This design comes from an exercise in tuning for small area, a short achievable clock period and few clock cycles per item on the open sky130 flow, not from production work. Function was checked by simulation only, so behaviour that the tests miss may differ from the original. Power and IR drop assume default switching activity.

### design/flow/design.v
module echosign_codec (
    input  wire        clk,
    input  wire        rst,           
    input  wire [23:0] bus_addr,
    input  wire        bus_we,
    input  wire        bus_re,
    input  wire [31:0] bus_wdata,
    output reg  [31:0] bus_rdata,
    output wire        irq
);
    localparam [21:0] A_CAP_MAXB   = 22'h000000;
    localparam [21:0] A_CAP_PCMMAX = 22'h000001;
    localparam [21:0] A_CAP_FS     = 22'h000002;
    localparam [21:0] A_CAP_TMAX   = 22'h000003;
    localparam [21:0] A_CTRL       = 22'h000004;
    localparam [21:0] A_STATUS     = 22'h000005;
    localparam [21:0] A_CMD        = 22'h000006;
    localparam [21:0] A_ERR        = 22'h000007;
    localparam [21:0] A_CRC_RES    = 22'h000008;
    localparam [21:0] A_F_TYPE     = 22'h000010;
    localparam [21:0] A_F_SEV      = 22'h000011;
    localparam [21:0] A_F_LAT      = 22'h000012;
    localparam [21:0] A_F_LON      = 22'h000013;
    localparam [21:0] A_F_POP      = 22'h000014;
    localparam [21:0] A_F_MSGLEN   = 22'h000015;
    localparam [21:0] A_F_MSG0     = 22'h000018;   
    localparam [21:0] A_CODE_LEN   = 22'h000020;
    localparam [21:0] A_CODE0      = 22'h000400;   
    localparam [31:0] MAXB   = 32'd256;
    localparam [31:0] PCMMAX = 32'd2097152;
    localparam [31:0] FS     = 32'd44100;
    localparam [31:0] TMAX   = 32'd521;
    reg        irq_en;
    reg        busy, done, crc_ok, ovr;
    reg [31:0] lastcmd;
    reg        err_ill, err_cks;    
    reg [15:0] crc_res;
    reg [7:0]  f_type;
    reg [31:0] f_sev, f_lat, f_lon, f_pop;
    reg [7:0]  f_msglen;
    reg [7:0]  f_msg [0:7];
    reg [31:0] code_len;
    reg [7:0]  code [0:23];         
    reg        e_pack;              
    reg [4:0]  e_ptr;               
    reg        e_pv;                
    reg [7:0]  e_pb;
    reg [15:0] e_crc;               
    assign irq = irq_en & done;
    wire [21:0] waddr = bus_addr[23:2];
    function [15:0] crc_byte(input [15:0] c_in, input [7:0] b);
        integer k;
        reg [15:0] c;
        begin
            c = c_in ^ {b, 8'h00};
            for (k = 0; k < 8; k = k + 1)
                c = c[15] ? ((c << 1) ^ 16'h1021) : (c << 1);
            crc_byte = c;
        end
    endfunction
    wire       c_hi0   = (lastcmd[31:9] == 23'd0);
    wire [7:0] c_op    = lastcmd[7:0];
    wire       c_s     = lastcmd[8];
    wire       c_crc   = c_hi0 && !c_s && (c_op == 8'h01);
    wire       c_ver   = c_hi0 && !c_s && (c_op == 8'h02);
    wire       c_pack  = c_hi0 && !c_s && (c_op == 8'h03);
    wire       c_unp   = c_hi0 && (c_op == 8'h04);
    wire       c_ill   = !(c_crc || c_ver || c_pack || c_unp);
    wire signed [31:0] sev_s = f_sev;
    wire [7:0] enc_sev = (sev_s < 32'sd1) ? 8'd1 :
                         (sev_s > 32'sd9) ? 8'd9 : f_sev[7:0];
    wire signed [33:0] lat_sum = {{2{f_lat[31]}}, f_lat} + 34'sd900000;
    wire signed [33:0] lon_sum = {{2{f_lon[31]}}, f_lon} + 34'sd1800000;
    wire [23:0] enc_lat = lat_sum[33] ? 24'd0 :
                          (lat_sum > 34'sd16777215) ? 24'hFFFFFF : lat_sum[23:0];
    wire [23:0] enc_lon = lon_sum[33] ? 24'd0 :
                          (lon_sum > 34'sd16777215) ? 24'hFFFFFF : lon_sum[23:0];
    reg  [14:0] pop_gt;
    reg  [3:0]  enc_pop;
    integer     bi;
    always @(*) begin
        for (bi = 0; bi < 15; bi = bi + 1)
            pop_gt[bi] = (f_pop >> (bi + 1)) != 32'd0 ||
                         (f_pop[bi] && ((f_pop & ((32'd1 << bi) - 32'd1)) != 32'd0));
        enc_pop = 4'd0;
        for (bi = 0; bi < 15; bi = bi + 1)
            if (pop_gt[bi]) enc_pop = bi[3:0] + 4'd1;
    end
    wire [3:0] msg_n = (f_msglen > 8'd8) ? 4'd8 : f_msglen[3:0];
    reg [7:0] pk [0:16];
    integer pi;
    always @(*) begin
        pk[0] = f_type;
        pk[1] = enc_sev;
        pk[2] = enc_lat[23:16];
        pk[3] = enc_lat[15:8];
        pk[4] = enc_lat[7:0];
        pk[5] = enc_lon[23:16];
        pk[6] = enc_lon[15:8];
        pk[7] = enc_lon[7:0];
        pk[8] = {enc_pop, 4'd0};
        for (pi = 0; pi < 8; pi = pi + 1)
            pk[9 + pi] = (pi < msg_n) ? f_msg[pi] : 8'd0;
    end
    wire [31:0] dec_lat = {8'd0, code[2], code[3], code[4]} - 32'd900000;
    wire [31:0] dec_lon = {8'd0, code[5], code[6], code[7]} - 32'd1800000;
    wire [31:0] dec_pop = 32'd1 << code[8][7:4];
    reg  [3:0]  dec_msglen;
    integer     mi;
    always @(*) begin
        dec_msglen = 4'd8;
        for (mi = 7; mi >= 0; mi = mi - 1)
            if (code[9 + mi] == 8'd0) dec_msglen = mi[3:0];
    end
    wire crc_match = (e_crc == {code[17], code[18]});
    wire wr       = bus_we;
    wire wr_ctrl  = wr && (waddr == A_CTRL);
    wire wr_stat  = wr && (waddr == A_STATUS);
    wire srst     = wr_ctrl && bus_wdata[0];
    wire wr_other = wr && !wr_ctrl && !wr_stat;    
    wire wr_ok    = wr_other && !busy;             
    wire issue    = wr_ok && (waddr == A_CMD);
    wire a_code   = (waddr[21:5] == 17'h00020) && (waddr[4:3] != 2'b11);    
    wire a_msg    = (waddr[21:3] == 19'h00003);                               
    reg [4:0] wk_code, wk_pack;
    always @(*) begin
        wk_code = 5'd31;
        wk_pack = 5'd31;
        if (a_code && (waddr[4:0] <= 5'd16)) wk_code = waddr[4:0];
        case (waddr)
            A_F_TYPE:   wk_pack = 5'd0;
            A_F_SEV:    wk_pack = 5'd1;
            A_F_LAT:    wk_pack = 5'd2;
            A_F_LON:    wk_pack = 5'd5;
            A_F_POP:    wk_pack = 5'd8;
            A_F_MSGLEN: wk_pack = 5'd9;
            default: ;
        endcase
        if (a_msg) wk_pack = {2'b01, waddr[2:0]} + 5'd9;
    end
    wire       rd_code  = bus_re && !busy;
    wire [4:0] cidx     = rd_code ? waddr[4:0] : e_ptr;
    reg  [7:0] cbyte;
    integer ci;
    always @(*) begin
        cbyte = 8'd0;
        for (ci = 0; ci < 24; ci = ci + 1)
            if (cidx == ci) cbyte = code[ci];
    end
    wire [7:0] e_byte   = e_pack ? pk[e_ptr] : cbyte;
    wire [15:0] e_next  = crc_byte(e_crc, e_pb);
    wire       e_avail  = (e_ptr != 5'd17) && (e_pack || !rd_code);
    wire       e_full   = (e_ptr == 5'd17);
    wire       fin_pack = busy && c_pack && e_pack && e_full;
    wire       fin_code = busy && (c_crc || c_ver || c_unp) && !e_pack && e_full && !e_pv;
    wire       fin_ill  = busy && c_ill;
    wire [15:0] pack_crc = e_pv ? e_next : e_crc;
    integer i;
    always @(posedge clk) begin
        if (rst || srst) begin
            irq_en   <= 1'b0;
            busy     <= 1'b0;
            done     <= 1'b0;
            crc_ok   <= 1'b0;
            ovr      <= 1'b0;
            lastcmd  <= 32'd0;
            err_ill  <= 1'b0;
            err_cks  <= 1'b0;
            crc_res  <= 16'd0;
            f_type   <= 8'd0;
            f_sev    <= 32'd0;
            f_lat    <= 32'd0;
            f_lon    <= 32'd0;
            f_pop    <= 32'd0;
            f_msglen <= 8'd0;
            for (i = 0; i < 8; i = i + 1) f_msg[i] <= 8'd0;
            code_len <= 32'd24;
            e_pack   <= 1'b0;
            e_ptr    <= 5'd0;
            e_pv     <= 1'b0;
            e_crc    <= 16'hFFFF;
        end else begin
            if (wr_ctrl)
                irq_en <= bus_wdata[1];
            if (wr_stat) begin
                if (bus_wdata[1]) done <= 1'b0;
                if (bus_wdata[4]) ovr  <= 1'b0;
            end
            if (wr_other && busy)
                ovr <= 1'b1;
            if (wr_ok) begin
                case (waddr)
                    A_F_TYPE:   f_type   <= bus_wdata[7:0];
                    A_F_SEV:    f_sev    <= bus_wdata;
                    A_F_LAT:    f_lat    <= bus_wdata;
                    A_F_LON:    f_lon    <= bus_wdata;
                    A_F_POP:    f_pop    <= bus_wdata;
                    A_F_MSGLEN: f_msglen <= bus_wdata[7:0];
                    A_CODE_LEN: code_len <= bus_wdata;
                    default: ;
                endcase
                if (a_msg)
                    f_msg[waddr[2:0]] <= bus_wdata[7:0];
                for (i = 0; i < 24; i = i + 1)
                    if (a_code && waddr[4:0] == i)
                        code[i] <= bus_wdata[7:0];
            end
            if (wr_ok && (wk_code != 5'd31) && (e_pack || wk_code <= e_ptr)) begin
                e_pack <= 1'b0;
                e_ptr  <= 5'd0;
                e_pv   <= 1'b0;
                e_crc  <= 16'hFFFF;
            end else if (wr_ok && (wk_pack != 5'd31) && (!e_pack || wk_pack <= e_ptr)) begin
                e_pack <= 1'b1;
                e_ptr  <= 5'd0;
                e_pv   <= 1'b0;
                e_crc  <= 16'hFFFF;
            end else if (busy && !c_ill && (e_pack != c_pack)) begin
                e_pack <= c_pack;
                e_ptr  <= 5'd0;
                e_pv   <= 1'b0;
                e_crc  <= 16'hFFFF;
            end else begin
                if (e_pv)
                    e_crc <= e_next;
                e_pv <= e_avail;
                if (e_avail) begin
                    e_ptr <= e_ptr + 5'd1;
                    e_pb  <= e_byte;
                end
            end
            if (issue) begin
                lastcmd <= bus_wdata;
                err_ill <= 1'b0;
                err_cks <= 1'b0;
                done    <= 1'b0;
                busy    <= 1'b1;
            end
            if (fin_pack) begin
                for (i = 0; i < 17; i = i + 1)
                    code[i] <= pk[i];
                code[17] <= pack_crc[15:8];
                code[18] <= pack_crc[7:0];
                for (i = 19; i < 24; i = i + 1)
                    code[i] <= 8'd0;
                crc_res  <= pack_crc;
                code_len <= 32'd24;
            end
            if (fin_code) begin
                if (c_crc) begin
                    crc_res <= e_crc;
                end else if (c_ver) begin
                    crc_res <= e_crc;
                    crc_ok  <= crc_match;
                end else if (c_s && !crc_match) begin
                    err_cks <= 1'b1;
                end else begin
                    f_type   <= code[0];
                    f_sev    <= {24'd0, code[1]};
                    f_lat    <= dec_lat;
                    f_lon    <= dec_lon;
                    f_pop    <= dec_pop;
                    f_msglen <= {4'd0, dec_msglen};
                    for (i = 0; i < 8; i = i + 1)
                        f_msg[i] <= (i < dec_msglen) ? code[9 + i] : 8'd0;
                    crc_res  <= e_crc;
                    crc_ok   <= crc_match;
                end
            end
            if (fin_ill)
                err_ill <= 1'b1;
            if (fin_pack || fin_code || fin_ill) begin
                busy <= 1'b0;
                done <= 1'b1;
            end
        end
    end
    reg [31:0] rd_val;
    always @(*) begin
        rd_val = 32'd0;
        case (waddr)
            A_CAP_MAXB:   rd_val = MAXB;
            A_CAP_PCMMAX: rd_val = PCMMAX;
            A_CAP_FS:     rd_val = FS;
            A_CAP_TMAX:   rd_val = TMAX;
            A_CTRL:       rd_val = {30'd0, irq_en, 1'b0};
            A_STATUS:     rd_val = {27'd0, ovr, crc_ok, err_ill | err_cks, done, busy};
            A_CMD:        rd_val = lastcmd;
            A_ERR:        rd_val = {29'd0, err_cks, 1'b0, err_ill | err_cks};
            A_CRC_RES:    rd_val = {16'd0, crc_res};
            A_F_TYPE:     rd_val = {24'd0, f_type};
            A_F_SEV:      rd_val = f_sev;
            A_F_LAT:      rd_val = f_lat;
            A_F_LON:      rd_val = f_lon;
            A_F_POP:      rd_val = f_pop;
            A_F_MSGLEN:   rd_val = {24'd0, f_msglen};
            A_CODE_LEN:   rd_val = code_len;
            default: ;
        endcase
        if (a_msg)
            rd_val = {24'd0, f_msg[waddr[2:0]]};
        if (a_code)
            rd_val = {24'd0, cbyte};
    end
    always @(posedge clk)
        bus_rdata <= rd_val;
endmodule
### design/flow/run.sh
#!/bin/bash
# synth_recipe.tcl (not shown) runs the flow's synth.tcl, then flattens the netlist and writes it again
# the make line also repeats each setting of config.mk as NAME=value (left out here)
make -C /OpenROAD-flow-scripts/flow DESIGN_CONFIG=/design/flow/config.mk WORK_HOME=/design/flow/orfs CLKGATE_MAP_FILE= SYNTH_SCRIPT=/design/flow/synth_recipe.tcl finish
### design/flow/constraint.sdc
create_clock -name core_clock -period 5.0 [get_ports {clk}]
set_input_delay 1.0000 -clock core_clock [delete_from_list [all_inputs] [get_ports {clk}]]
set_output_delay 1.0000 -clock core_clock [all_outputs]
set_load 0.01 [all_outputs]
### design/flow/config.mk
export PLATFORM = sky130hd
export DESIGN_NAME = echosign_codec
export DESIGN_NICKNAME = echosign_codec
export VERILOG_FILES = /design/flow/design.v
export SDC_FILE = /design/flow/constraint.sdc
export NUM_CORES = 4
export LEC_CHECK = 0
export CAP_MARGIN = 20
export CORE_MARGIN = 2
export CORE_UTILIZATION = 40
export SLEW_MARGIN = 20
==> notes.md <==
==> cell type report <==
| cell class | instances | area (µm²) |
|---|---|---|
| inverters | 47 | 176 |
| clock inverters | 33 | 503 |
| repair buffers | 277 | 2430 |
| clock buffers | 80 | 1670 |
| fillers | 7039 | 38500 |
| flip-flops and latches | 550 | 13700 |
| multi-input cells | 2521 | 15000 |
| diodes | 3 | 7.51 |
| well taps | 959 | 1200 |
==> routing by layer <==
layer / routed length [µm] / vias up / track usage [%]
met5: 0 / - / 0
met4: 9640 / 0 / 20.9
li1: - / 12600 / -
met2: 58200 / 1962 / 51.8
met3: 14900 / 447 / 6.55
met1: 53800 / 14200 / 46.7
==> cell usage after synthesis (44+ instances only) <==
cell and number:
a22oi_1 45, mux2i_1 103, a222oi_1 58, edfxtp_1 264, dfxtp_1 286, nor3_1 60
a221oi_1 51, a211oi_1 50, nor2_1 286, xnor2_1 47, o21ai_0 189, a22o_1 59
clkbuf_1 178, nor4_1 44, xor2_1 58, o22ai_1 48, nand2_1 667, inv_1 44
a21oi_1 241, nand3_1 84
==> logic make-up (layout without fill, tap and decap cells) <==
logic type,count (synthesis),after routing,share of synthesized area [%]
multiplexers,131,131,5.16
AND/OR/NAND/NOR,1333,1333,19.8
adder cells (fa/ha/maj),25,25,1.05
AO/OA/AOI/OAI,926,926,21.2
other,0,3,0
flip-flops,550,550,46.0
XOR/XNOR,106,106,3.16
buffers and inverters,271,437,3.59
==> critical path, stage by stage <==
cell and delay [ns]:
clkdlybuf4s50_1 0.48, nand2b_1 0.45, buf_4 0.22, mux2i_1 0.29, buf_4 0.25, a21oi_1 0.07
o32ai_1 0.26, o21ai_0 0.16, a31oi_1 0.57, o21ai_0 0.24, a21oi_1 0.37, nor2_1 0.10
a31oi_1 0.44, buf_4 0.19
==> power by group through the flow <==
| stage | logic (mW) | registers [mW] | clock network [mW] |
|---|---|---|---|
| floorplan | 0.509 | 4.90 | 0 |
| global placement | 1.01 | 4.94 | 0 |
| detailed placement | 1.01 | 4.94 | 0 |
| CTS | 1.02 | 4.85 | 4.95 |
| global route | 1.09 | 4.85 | 5.14 |
| finish | 1.06 | 4.85 | 4.94 |
==> state kept, by name, indices dropped and copies added, names as in the netlist, 16 cells and up <==
| name | count |
|---|---|
| f_msg | 64 |
| code | 192 |
| lastcmd | 32 |
| e_crc | 16 |
| f_sev | 32 |
| f_lon | 32 |
| bus_rdata | 32 |
| f_lat | 32 |
| f_pop | 32 |
| crc_res | 16 |
| code_len | 32 |
==> worst max-delay path by stage <==
stage           startpoint           end  cells past startpoint
2_1_floorplan  bus_addr[2]       e_pb[0]                     16
3_3_place_gp   bus_addr[2]       e_pb[6]                     15
3_5_place_dp        bus_re       e_pb[0]                     15
4_1_cts             bus_re       e_pb[0]                     15
5_1_grt             bus_re  bus_rdata[1]                     14
6_report            bus_re  bus_rdata[1]                     14
==> notes.md <==
* Sequential share of the synthesized area at 46.0%
* Clk latency of the worst-skew pair at approximately 0.7 ns
* Area of the die at around 76000 µm²
* Boundary Pins at 93
* Dpl hpwl at slightly above 100000 µm
* FMAX at 222 MHz
* Synth unique cells at 94
* Antenna viol nets, final at 0
* Crit Path Class: primary input to flip-flop
* Worst path required time at roughly 5.6 ns
* Total negative setup slack at 0 ns
* Synth area leader: edfxtp_1
* Switch share at 26.2%
* P_int at 8.01 mW
* Worst hold path depth at 2
* Die Span Y at 276 µm
* Core area at 73200 µm²
* Share of the synthesized area in the top cell type at 26.7%
* Setup ws final at between 0.4 and 0.5 ns
* Post-cts gate resize count at 0
* Layout net count at 3542
* HP Class: flip-flop to flip-flop
* Clk pwr share at 45.5%
* Tot GR Track Use at 34.7%
* Post-CTS Setup Inserts at 0
* Reg power frac at 44.7%
* Worst hold start: code_len[27]
* Hold-fix buffers at CTS at 0
* Status: complete, no violations
* Combinational Power Share at 9.8%
* Max Clock Skew at 0.0511 ns
* DRC violations left at 0
* Antenna violations before repair at 3
* Via Count at 29300
* Synth Register Bits at 550
* Worst slew pin tran at 1.19 ns
* Placed Cells at 4353
* Final Max Slew Viols at 0
* RSZ-0062 raised after global routing: false
* CP startpoint kind: primary input
* DRT Wirelength at 137000 µm
* Clk buf depth at 3
* Commonest cells after routing, fill and taps aside: 665 x nand2_1, 286 x dfxtp_1, 284 x nor2_1, 264 x edfxtp_1, 240 x a21oi_1
* Grt total ovfl at 0
* Share of layout cells above drive strength 1 at 10.6%
* NetSw at 2.84 mW
* Vias/cell at 6.54
* H-tree Lvls at 2
* Sink Count at 550
* Vias in the first global route at 27100
* Max cap viols at 0
* Avg WL per Cell at between 30 and 40 µm
* Final instance area at around 35000 µm²
* Mean cell area of the mapped netlist at roughly 8.9 µm²
* Tmin final at 4.50 ns
* Worst vdd ir at 289 µV
* Register-to-Register Path Depth at 10
* Total Power at 10.8 mW
* Reg-to-Reg End: e_pb[5]
* Clk slew on worst S/H paths at 0.06 ns
* Crit. End Element: flip-flop
* I/O Buffers at 90
* CTS tree: done
* Root Buffer: clkbuf_16
* Ys async rst share at 0%
* Reg-to-Reg Start: f_msglen[5]
* Syn Inst Count at between 3000 and 4000
* Post-Synthesis Net Count at 3427
* Largest net degree at the start of global routing at 101
* Worst R2R Setup Slack at 0.60 ns
* Most common cell after layout, fill and taps aside: nand2_1
* Most used DFF post-synth: dfxtp_1
* CP arrival at ~5 ns
* P_leak at 12.5 nW
* Number of flops mapped to enable cells by yosys at 264
* DRT iter0 DRCs at between 4000 and 5000
* Routability cong. at 1.05
* First-pass GRT wire length at 195000 µm
* Setup violations, final at 0
* Die width at ~280 µm
* Placed inst area at 32500 µm²
* Fin util at 47.4%
* Syn-to-layout area delta at 16.9%
* Slew HR at 20.4%
* Hold endpoint: code_len[27]
* Tcrit/Tclk final at around 90%
* Final Hold Vio Count at 0
* Ys Warns at 3
* P per Cell Area at between 300 and 400 nW/µm²
* Dominant cells by area after synthesis: edfxtp_1 27%, dfxtp_1 19%, nand2_1 8.4%
* Crit path max fanout at 9
* Fin cells at 4470
* First drt pass iteration count at 7
* Worst Hold Slack at 0.456 ns
* Dpl ws at approximately 0.076 ns
* Num rows at approximately 100
* Initial Utilization at between 40 and 50%
* CTS Buf Count at 60
* Mapped Area at between 20000 and 30000 µm²
Testbench counts, summed over its fixed seeds: cycles 116,737, commands 3,200.

afterwards: timing with drivers on the ports:
The flow's constraints put no driver on any port. The routed layout listed below was extracted and timed again, unchanged, in two steps.
Step 1 (the two cells are an assumption about what drives the block):
set clk [get_ports {clk}]
set_driving_cell -lib_cell sky130_fd_sc_hd__clkbuf_16 $clk
set_driving_cell -lib_cell sky130_fd_sc_hd__buf_2 [delete_from_list [all_inputs] $clk]
Step 2, shift: input delay + t, output delay - t, t = (earliest + latest rising clock arrival at the registers) / 2. This alone moves slack from input paths to output paths.
Slacks: no drivers / after step 1 / after step 2; pairs: no drivers / after step 1.
t, ns: 0.749
setup WS [ns]: 0.500 / 0.546 / -0.203
worst setup path at the end: input to register
pins driven straight from the clock port: 1
Met with ideal ports but missed after step 2: setup timing in this run. The setup slack of this run moves by +0.046 ns with the drivers and by -0.703 ns with both steps.
